What follows belongs to an exercise in optimizing a design on an open flow for small area, a short achievable clock period and few clock cycles per item; a production flow would make more cautious choices.
Where RTL was checked, it was by simulation tests only, not by an equivalence proof against the original.
Power and IR drop assume default switching activity.

## nio61_proc
module nio61_proc (
    input  wire        clk,
    input  wire        rst,
    input  wire        in_valid,
    output wire        in_ready,
    input  wire [7:0]  in_len,
    input  wire [95:0] in_frame,
    output wire        out_valid,
    input  wire        out_ready,
    output wire        out_err,
    output wire [31:0] out_data
);
Size: roughly 2300 cells after synthesis, roughly 320 flip-flops, about 20000 um^2 of cells after synthesis.
clock: 6.0 ns
lec_check: 0
abc_area: 1
abc_clock_period_in_ps: 3700
cap_margin: 20
core_margin: 2
core_utilization: 40
cts_buf_list: sky130_fd_sc_hd__clkbuf_4 sky130_fd_sc_hd__clkbuf_8
cts_cluster_diameter: 60
cts_cluster_size: 20
place_density: 0.6
setup_slack_margin: 2.6
slew_margin: 20
synth_hierarchical: 1
synth_minimum_keep_size: 0
standard.sh (not shown) runs the stock make flow with config.mk's settings and CLKGATE_MAP_FILE= SYNTH_SCRIPT=/design/flow/synth_recipe.tcl, a recipe that flattens the netlist after the stock synthesis.
==> flow/flow/run.sh <==
#!/bin/bash
# Layout: the standard flow (standard.sh) with two changes:
#  - synthesis maps the XOR gate module of the checksum network with ABC's
#    speed script (synth_x2.tcl); all else as in the standard synthesis;
#  - the port buffers are sky130_fd_sc_hd__buf_2 cells.
set -euo pipefail
W=$PWD
bash standard.sh SYNTH_SCRIPT=$W/flow/synth_x2.tcl \
  "BUFFER_PORTS_ARGS=-buffer_cell sky130_fd_sc_hd__buf_2" finish > $W/flow.log 2>&1
==> flow/flow/synth_x2.tcl <==
# The standard synthesis (synth_recipe.tcl) with one change: the one-gate
# module nio61_x2 (an XOR), of which the checksum network is built, is mapped
# with ABC's speed script, which maps it to an XOR cell; every other module
# is mapped with the script the flow settings select, exactly as in the
# standard synthesis.  Registers are untouched.
proc synth {args} { yosys synth -nofsm -noshare {*}$args }
proc abc {args} {
  set i [lsearch -exact $args -script]
  set speed [lreplace $args [expr {$i + 1}] [expr {$i + 1}] $::env(SCRIPTS_DIR)/abc_speed.script]
  yosys abc {*}$args nio61_proc nio61_crc
  yosys abc {*}$speed nio61_x2
}
source $::env(SCRIPTS_DIR)/synth.tcl
# left out here: clear keep_hierarchy, flatten, clean up, hide names made inside functions, write 1_2_yosys.v
Testbench counts at the start, summed over its fixed seeds: cycles 16,064, items 16,000.
Change:
--- a/flow/config.mk
+++ b/flow/config.mk
@@ -15,3 +15,3 @@
 export CTS_CLUSTER_SIZE = 20
-export PLACE_DENSITY = 0.6
+export PLACE_DENSITY = 0.75
 export SETUP_SLACK_MARGIN = 2.6
The changed run passed the timing, design-rule and antenna checks.
Utilization fell by 0.22 points.
Final cell count fell by 0.44%.
Sequential share of layout area rose by 0.20 points.
Via count fell by 1.8%.
Power fell by 1.4%.
Die area does not change.
Setup slack loses 0.028 ns.
Maximum frequency fell by 0.84%.
Wire length fell by 10%.
Sequential power barely changes.
Design area fell by 0.48%.
Change:
--- a/flow/config.mk
+++ b/flow/config.mk
@@ -13,6 +13,4 @@
 export CTS_BUF_LIST = sky130_fd_sc_hd__clkbuf_4 sky130_fd_sc_hd__clkbuf_8
-export CTS_CLUSTER_DIAMETER = 60
-export CTS_CLUSTER_SIZE = 20
-export PLACE_DENSITY = 0.75
-export SETUP_SLACK_MARGIN = 2.6
+export PLACE_DENSITY = 0.6
+export SETUP_SLACK_MARGIN = 2.45
 export SLEW_MARGIN = 20
The changed run completed with no timing, DRC or antenna violations.
Total power rises by 6.9%.
Setup slack is worse by 0.11 ns.
Maximum frequency fell by 3.3%.
Wire length increases by 12%.
Clock power grows by 37%.
Change:
--- a/flow/config.mk
+++ b/flow/config.mk
@@ -14,3 +14,3 @@
 export PLACE_DENSITY = 0.6
-export SETUP_SLACK_MARGIN = 2.45
+export SETUP_SLACK_MARGIN = 2.6
 export SLEW_MARGIN = 20
Result:
- total power rose by 1.9%
- global-route usage shrinks by 0.25 points
- die area is unchanged
- sequential power is about the same
- wire length is higher by 0.95%
- via count rose by 0.80%
- final area rises by 2.0%
- non-clock buffer count went up by 25
- final cell count rose by 0.88%
- worst hold slack got worse by 0.0047 ns

========
Another version of the RTL of nio61_proc (not shown whole).
Size in the first run: about 2500 cells after synthesis, roughly 140 I/O pins.
==> flow/config.mk <==
export PLATFORM = sky130hd
export DESIGN_NAME = nio61_proc
export DESIGN_NICKNAME = nio61_proc
export VERILOG_FILES = /design/flow/design.v
export SDC_FILE = /design/flow/constraint.sdc
export NUM_CORES = 4
export LEC_CHECK = 0
export ABC_AREA = 1
export ABC_CLOCK_PERIOD_IN_PS = 3700
export CAP_MARGIN = 20
export CORE_MARGIN = 2
export CORE_UTILIZATION = 40
export PLACE_DENSITY = 0.6
export SLEW_MARGIN = 20
==> flow/constraint.sdc <==
create_clock -name core_clock -period 6.0 [get_ports {clk}]
set_input_delay 1.2000 -clock core_clock [delete_from_list [all_inputs] [get_ports {clk}]]
set_output_delay 1.2000 -clock core_clock [all_outputs]
set_load 0.01 [all_outputs]
==> flow/flow/run.sh <==
#!/bin/bash
# Layout: the standard flow (standard.sh) with two changes:
#  - synthesis maps the checksum module with ABC's speed script (synth_mixed.tcl);
#  - the port buffers are sky130_fd_sc_hd__buf_2 cells.
set -euo pipefail
W=$PWD
bash standard.sh SYNTH_SCRIPT=$W/flow/synth_mixed.tcl SYNTH_HIERARCHICAL=1 \
  SYNTH_KEEP_MODULES=nio61_crc \
  "BUFFER_PORTS_ARGS=-buffer_cell sky130_fd_sc_hd__buf_2" finish > $W/flow.log 2>&1
==> flow/flow/synth_mixed.tcl <==
# The standard synthesis (synth_recipe.tcl), except that the checksum module
# nio61_crc, which is kept as its own module until the end, is mapped with
# ABC's speed script (it maps XOR trees to XOR cells) while the rest uses the
# script the flow settings select.  Registers are untouched: they are all in
# the top module and are mapped exactly as in the standard synthesis.
proc synth {args} { yosys synth -nofsm -noshare {*}$args }
proc abc {args} {
  set i [lsearch -exact $args -script]
  set speed [lreplace $args [expr {$i + 1}] [expr {$i + 1}] $::env(SCRIPTS_DIR)/abc_speed.script]
  yosys abc {*}$args nio61_proc
  yosys abc {*}$speed nio61_crc
}
source $::env(SCRIPTS_DIR)/synth.tcl
# left out here: clear keep_hierarchy, flatten, clean up, hide names made inside functions, write 1_2_yosys.v
The baseline ran to the end with no violations.
Rerun with:
- SETUP_SLACK_MARGIN: not set -> 2.3
Final cell count climbs slightly.
Total power came out lower slightly.
Non-clock buffer count is higher by 14.
Critical path depth drops by 5.
Flip-flop and latch count stays the same.
Wire length goes down slightly.
Function was not checked in any run of this note: the RTL went through the layout flow alone.

========
== tundra ==
nio61_proc with an RTL version that a note above also has.
Size in the first run: roughly 2300 cells after synthesis, about 0.020 sq mm of cells after synthesis.
## nio61_proc
module nio61_proc (
    input  wire        clk,
    input  wire        rst,
    input  wire        in_valid,
    output wire        in_ready,
    input  wire [7:0]  in_len,
    input  wire [95:0] in_frame,
    output wire        out_valid,
    input  wire        out_ready,
    output wire        out_err,
    output wire [31:0] out_data
);
    wire en = !out_valid || out_ready;    
    assign in_ready = en;
    wire [7:0]  f_d0     = in_frame[79:72];
    wire [7:0]  f_d1     = in_frame[71:64];
    wire [7:0]  f_d2     = in_frame[63:56];
    wire [15:0] f_value  = in_frame[55:40];
    wire [15:0] f_vmax   = in_frame[39:24];
    wire [7:0]  f_digits = in_frame[23:16];
    wire [15:0] f_cksum  = in_frame[15:0];
    wire crc_mod_bad;
    nio61_crc u_crc (.frame(in_frame), .bad(crc_mod_bad));
    wire len_bad = (in_len != 8'd12);
    wire crc_bad = crc_mod_bad;
    wire par_bad = (f_digits[7:4] != 4'd0) || (f_digits[3:0] == 4'd0) || (f_vmax == 16'd0) ||
                   (f_d0[7:3] != 5'd0) || (f_d1[7:3] != 5'd0) || (f_d2[7:3] != 5'd0);
    wire cb_i = crc_bad && !len_bad;
    wire err_i = len_bad || par_bad;
    wire [8:0] low9_i = len_bad ? 9'd2 : par_bad ? 9'd4 :
                        {f_d0[2:0], f_d1[2:0], f_d2[2:0]};
    wire mz_i = (f_value == 16'd0);
    wire sgn_i = f_value[15] || err_i;
    wire [3:0] dd_i = (err_i || mz_i) ? 4'd0 : f_digits[3:0];   
    wire [15:0] lo_any;    
    assign lo_any[0] = 1'b0;
    assign lo_any[1] = |f_value[0:0];
    assign lo_any[2] = |f_value[1:0];
    assign lo_any[3] = |f_value[2:0];
    assign lo_any[4] = |f_value[3:0];
    assign lo_any[5] = |f_value[4:0];
    assign lo_any[6] = |f_value[5:0];
    assign lo_any[7] = |f_value[6:0];
    assign lo_any[8] = |f_value[7:0];
    assign lo_any[9] = |f_value[8:0];
    assign lo_any[10] = |f_value[9:0];
    assign lo_any[11] = |f_value[10:0];
    assign lo_any[12] = |f_value[11:0];
  ...
clock: 6.0 ns
lec_check: 0
abc_area: 1
abc_clock_period_in_ps: 3700
cap_margin: 5
core_margin: 2
core_utilization: 40
cts_buf_list: sky130_fd_sc_hd__clkbuf_4 sky130_fd_sc_hd__clkbuf_8
cts_cluster_diameter: 60
cts_cluster_size: 20
place_density: 0.6
setup_slack_margin: 2.6
slew_margin: 5
synth_hierarchical: 1
synth_minimum_keep_size: 0
==> flow/flow/run.sh <==
#!/bin/bash
# Layout: the standard flow (standard.sh) with two changes:
#  - synthesis maps the XOR gate module of the checksum network with ABC's
#    speed script (synth_x2.tcl); all else as in the standard synthesis;
#  - the port buffers are sky130_fd_sc_hd__buf_2 cells.
set -euo pipefail
W=$PWD
bash standard.sh SYNTH_SCRIPT=$W/flow/synth_x2.tcl \
  "BUFFER_PORTS_ARGS=-buffer_cell sky130_fd_sc_hd__buf_2" finish > $W/flow.log 2>&1
Scripts as last shown in full above: flow/flow/synth_x2.tcl
Testbench counts of tundra, summed over its fixed seeds: cycles 16,064, items 16,000.
> inputs changed (tundra -> indigo)
- a change of SLEW_MARGIN from 5 to 20
- an added GPL_ROUTABILITY_DRIVEN of 0
- a change of CAP_MARGIN from 5 to 20
Findings:
- Every run (tundra and indigo) finished clean.
- Diff tundra -> indigo: detailed-routed wire length on met2 lower, final instance area neither gained nor lost much.
- indigo does better than tundra on wire length.
- Min slew of the pin with the lowest slew margin across tundra and indigo: tundra
Inputs modified between indigo and amber:
- CORE_UTILIZATION: 40 -> 30
- GPL_ROUTABILITY_DRIVEN: 0 -> unset
## What came out
Comparing indigo and amber, the higher worst path setup slack after routing is on indigo. On share of layout cells above drive strength 1, the higher figure sits with indigo, not amber. Final cell count without fillers up about 6% in amber wrt indigo. amber: power share of the combinational group 0.4 points below indigo. The run showing the smaller global-route wire length before repair is amber. Run comparison: indigo startpoint of the worst setup timing path in_frame[38]; amber startpoint of the worst setup timing path in_frame[82].

========
run A:
Starting RTL as in the previous note.
clock: 6.0 ns
lec_check: 0
abc_area: 1
abc_clock_period_in_ps: 3700
cap_margin: 20
core_margin: 2
core_utilization: 40
cts_buf_list: sky130_fd_sc_hd__clkbuf_4 sky130_fd_sc_hd__clkbuf_8
cts_cluster_diameter: 60
cts_cluster_size: 20
place_density: 0.6
setup_slack_margin: 2.7
slew_margin: 20
synth_hierarchical: 1
synth_minimum_keep_size: 0
Scripts as last shown in full above: flow/flow/run.sh, flow/flow/synth_x2.tcl
Testbench counts of run A, summed over its fixed seeds: cycles 16,064, items 16,000.
### run A -> run B
Settings: changing SETUP_SLACK_MARGIN from 2.7 to 2.55.
--- outcome ---
- Having completed the whole flow, run B delivered a layout that passed the timing, design-rule and antenna checks.
- The final layout from run A, which completed every stage, passed the timing, design-rule and antenna checks at the end of the flow.
- The worst hold slack of run B was inferior to that of run A.
- In run B, the wire length came out 920 um below the value in run A.
- Maximum fanout along the worst path was lower in run A than in run B.
- On run B: sequential share of cell area is 1.5 points higher than what run A gave.
- The via count reported for run B is lower than the one for run A.
- Buffer count from post-CTS setup fixing came out lower on run B than on run A.
- Going from run A to run B, power drawn by the combinational cells moved down, maximum frequency went down, setup slack moved down.
- Run B gives less final area than run A did.
- Of run B and run A, the lower wire length of the first global-routing pass belongs to run B.
--- input diff run B..run C ---
Settings: swapping 2.55 for 2.6 in SETUP_SLACK_MARGIN; swapping 20 for 30 in CTS_CLUSTER_SIZE; swapping 60 for 100 in CTS_CLUSTER_DIAMETER; swapping sky130_fd_sc_hd__clkbuf_4 sky130_fd_sc_hd__clkbuf_8 for sky130_fd_sc_hd__clkbuf_8 sky130_fd_sc_hd__clkbuf_16 in CTS_BUF_LIST.
## What came out
Routed metal-1 wire length (run C vs. run B) increases slightly
Looking at share of the clock period used by the worst path after layout, run C sits below run B.
In run C relative to run B, final total power had gone down slightly.
In run C, the final area came out 240 um2 above the value in run B.
Run C — arrival time reported for the critical path endpoint 0.11 ns lower, run B as reference
Part of the total power dissipated in the clock network came out lower on run C than on run B.
For the non-clock buffer count, run C came in 16 higher than run B did.
As far as register area goes, run C and run B are indistinguishable; the numbers are identical.
Looking at relative slew slack, run C sits 8.1 points above run B.
Against run B, run C comes in 3 lower on number of cells on the critical path.
Sum of routed wire length over all layers was lower in the run labelled run C.
Input changes introduced in run D (baseline for comparison: run C):
Settings: CTS_CLUSTER_SIZE changed from 30 to 20; CTS_BUF_LIST changed from sky130_fd_sc_hd__clkbuf_8 sky130_fd_sc_hd__clkbuf_16 to sky130_fd_sc_hd__clkbuf_4 sky130_fd_sc_hd__clkbuf_8; CTS_CLUSTER_DIAMETER changed from 100 to 60.
-- flow/flow/run.sh --
<<< run C, line 8
bash standard.sh SYNTH_SCRIPT=$W/flow/synth_x2.tcl \
  "BUFFER_PORTS_ARGS=-buffer_cell sky130_fd_sc_hd__buf_2" finish > $W/flow.log 2>&1
>>> run D, line 8
bash standard.sh SYNTH_SCRIPT=$W/flow/synth_x2.tcl \
  "BUFFER_PORTS_ARGS=-buffer_cell sky130_fd_sc_hd__buf_2" SKIP_GATE_CLONING=1 finish > $W/flow.log 2>&1
==> comparison <==
- Between run C and run D, the final instance area does not differ in any meaningful way.
- As far as cell area after placement goes, run C and run D are indistinguishable; the numbers are identical.
- Looking only at post-route worst setup slack, and setting everything else aside, the higher value of run D and run C goes to run D.
- Run D drops more vias than run C.

========
the previous run:
Another version of the RTL of nio61_proc (not shown whole).
For scale: about 2,500 cells after synthesis, roughly 140 I/O pins.
clock: 6.0 ns
lec_check: 0
abc_area: 1
abc_clock_period_in_ps: 3700
cap_margin: 20
core_margin: 2
core_utilization: 40
cts_buf_list: sky130_fd_sc_hd__clkbuf_4 sky130_fd_sc_hd__clkbuf_8
place_density: 0.6
setup_slack_margin: 2.75
slew_margin: 20
synth_hierarchical: 1
synth_minimum_keep_size: 0
==> flow/flow/run.sh <==
#!/bin/bash
# Layout: the standard flow (standard.sh) with two changes:
#  - synthesis maps the XOR gate module of the checksum network with ABC's
#    speed script (synth_x2.tcl); all else as in the standard synthesis;
#  - the port buffers are sky130_fd_sc_hd__buf_2 cells.
set -euo pipefail
W=$PWD
bash standard.sh SYNTH_SCRIPT=$W/flow/synth_x2.tcl \
  "BUFFER_PORTS_ARGS=-buffer_cell sky130_fd_sc_hd__buf_2" finish > $W/flow.log 2>&1
Scripts as last shown in full above: flow/flow/synth_x2.tcl
The previous run finished all stages; the layout is clean.
Testbench counts of the previous run, summed over its fixed seeds: cycles 16,064, items 16,000.
Input changes introduced in the current run (baseline for comparison: the previous run):
# the previous run
export LEC_CHECK = 0
export ABC_AREA = 1
export ABC_CLOCK_PERIOD_IN_PS = 3700
export CAP_MARGIN = 20
export CORE_MARGIN = 2
export CORE_UTILIZATION = 40
export CTS_BUF_LIST = sky130_fd_sc_hd__clkbuf_4 sky130_fd_sc_hd__clkbuf_8
export PLACE_DENSITY = 0.6
export SETUP_SLACK_MARGIN = 2.75
export SLEW_MARGIN = 20
export SYNTH_HIERARCHICAL = 1
export SYNTH_MINIMUM_KEEP_SIZE = 0
create_clock -name core_clock -period 6.0 [get_ports {clk}]
# the current run
export LEC_CHECK = 0
export ABC_AREA = 1
export ABC_CLOCK_PERIOD_IN_PS = 3700
export CAP_MARGIN = 20
export CORE_MARGIN = 2
export CORE_UTILIZATION = 60
export CTS_BUF_LIST = sky130_fd_sc_hd__clkbuf_4 sky130_fd_sc_hd__clkbuf_8
export PLACE_DENSITY = 0.75
export SETUP_SLACK_MARGIN = 2.6
export SLEW_MARGIN = 20
export SYNTH_HIERARCHICAL = 1
export SYNTH_MINIMUM_KEEP_SIZE = 0
create_clock -name core_clock -period 6.0 [get_ports {clk}]
==> comparison <==
For the previous run, the launch point of the worst path was in_frame[40], unlike the current run, where it was vm_q1[13].
The current run vs. the previous run: layout clock buffer count -about 1.5%, total power -4.7%, routed wire length ~0 delta, share of the cycle needed by the critical path after routing +2.0 points.
A cell with the largest stage delay on the worst path of edfxtp_1 is what the current run shows, while or2_4 belongs to the previous run.
Critical path depth, the current run and the previous run: lower on the previous run

==> what the ideal ports hide <==
The results above use ideal ports. As a check the final layouts listed here were re-extracted and re-timed, cells and wires unchanged.
Step 1 (the two cells are an assumption about what drives the block):
set clk [get_ports {clk}]
set_driving_cell -lib_cell sky130_fd_sc_hd__clkbuf_16 $clk
set_driving_cell -lib_cell sky130_fd_sc_hd__buf_2 [delete_from_list [all_inputs] $clk]
Step 2 times the ports against the registers' clock, not the clock port: input delays grow and output delays shrink by t, the midpoint of the rising clock arrivals with the driver on.
Slacks: ideal ports / drivers / drivers and shift; pairs: ideal ports / drivers.
run | t (ns) | setup slack, ns | hold WS [ns] | worst setup path after step 2 | worst data-port slew with drivers (ns)
the first run of note 1 | 0.663 | 2.703 / 2.736 / 2.074 | 0.414 / 0.414 / 0.414 | input to register | 0.04
the second run of note 1 | 0.631 | 2.675 / 2.704 / 2.074 | 0.399 / 0.399 / 0.399 | input to register | 0.04
the third run of note 1 | 0.669 | 2.563 / 2.592 / 1.924 | 0.415 / 0.415 / 0.415 | input to register | 0.04
the fourth run of note 1 | 0.677 | 2.711 / 2.746 / 2.068 | 0.410 / 0.410 / 0.410 | input to register | 0.04
the first run of note 2 | 0.596 | 2.009 / 2.009 / 1.505 | 0.396 / 0.396 / 0.396 | input to register | 0.05
the second run of note 2 | 0.599 | 2.377 / 2.413 / 1.814 | 0.396 / 0.396 / 0.396 | input to register | 0.05
tundra | 0.663 | 2.703 / 2.736 / 2.074 | 0.414 / 0.414 / 0.414 | input to register | 0.04
indigo | 0.675 | 2.706 / 2.735 / 2.059 | 0.400 / 0.400 / 0.400 | input to register | 0.04
amber | 0.647 | 2.691 / 2.721 / 2.074 | 0.422 / 0.422 / 0.422 | input to register | 0.04
run A | 0.671 | 2.773 / 2.807 / 2.135 | 0.424 / 0.424 / 0.424 | input to register | 0.05
run B | 0.667 | 2.678 / 2.715 / 2.048 | 0.420 / 0.420 / 0.420 | input to register | 0.05
run C | 0.565 | 2.714 / 2.746 / 2.181 | 0.425 / 0.425 / 0.425 | input to register | 0.04
run D | 0.661 | 2.742 / 2.774 / 2.114 | 0.414 / 0.414 / 0.414 | input to register | 0.04
the previous run | 0.660 | 2.788 / 2.799 / 2.138 | 0.394 / 0.394 / 0.394 | input to register | 0.05
the current run | 0.662 | 2.670 / 2.670 / 2.101 | 0.412 / 0.412 / 0.412 | input to register | 0.05
After both steps setup and hold are still met in every run listed. For the previous run, which loses most, drivers alone change the setup slack by +0.011 ns; drivers and shift together by -0.650 ns.
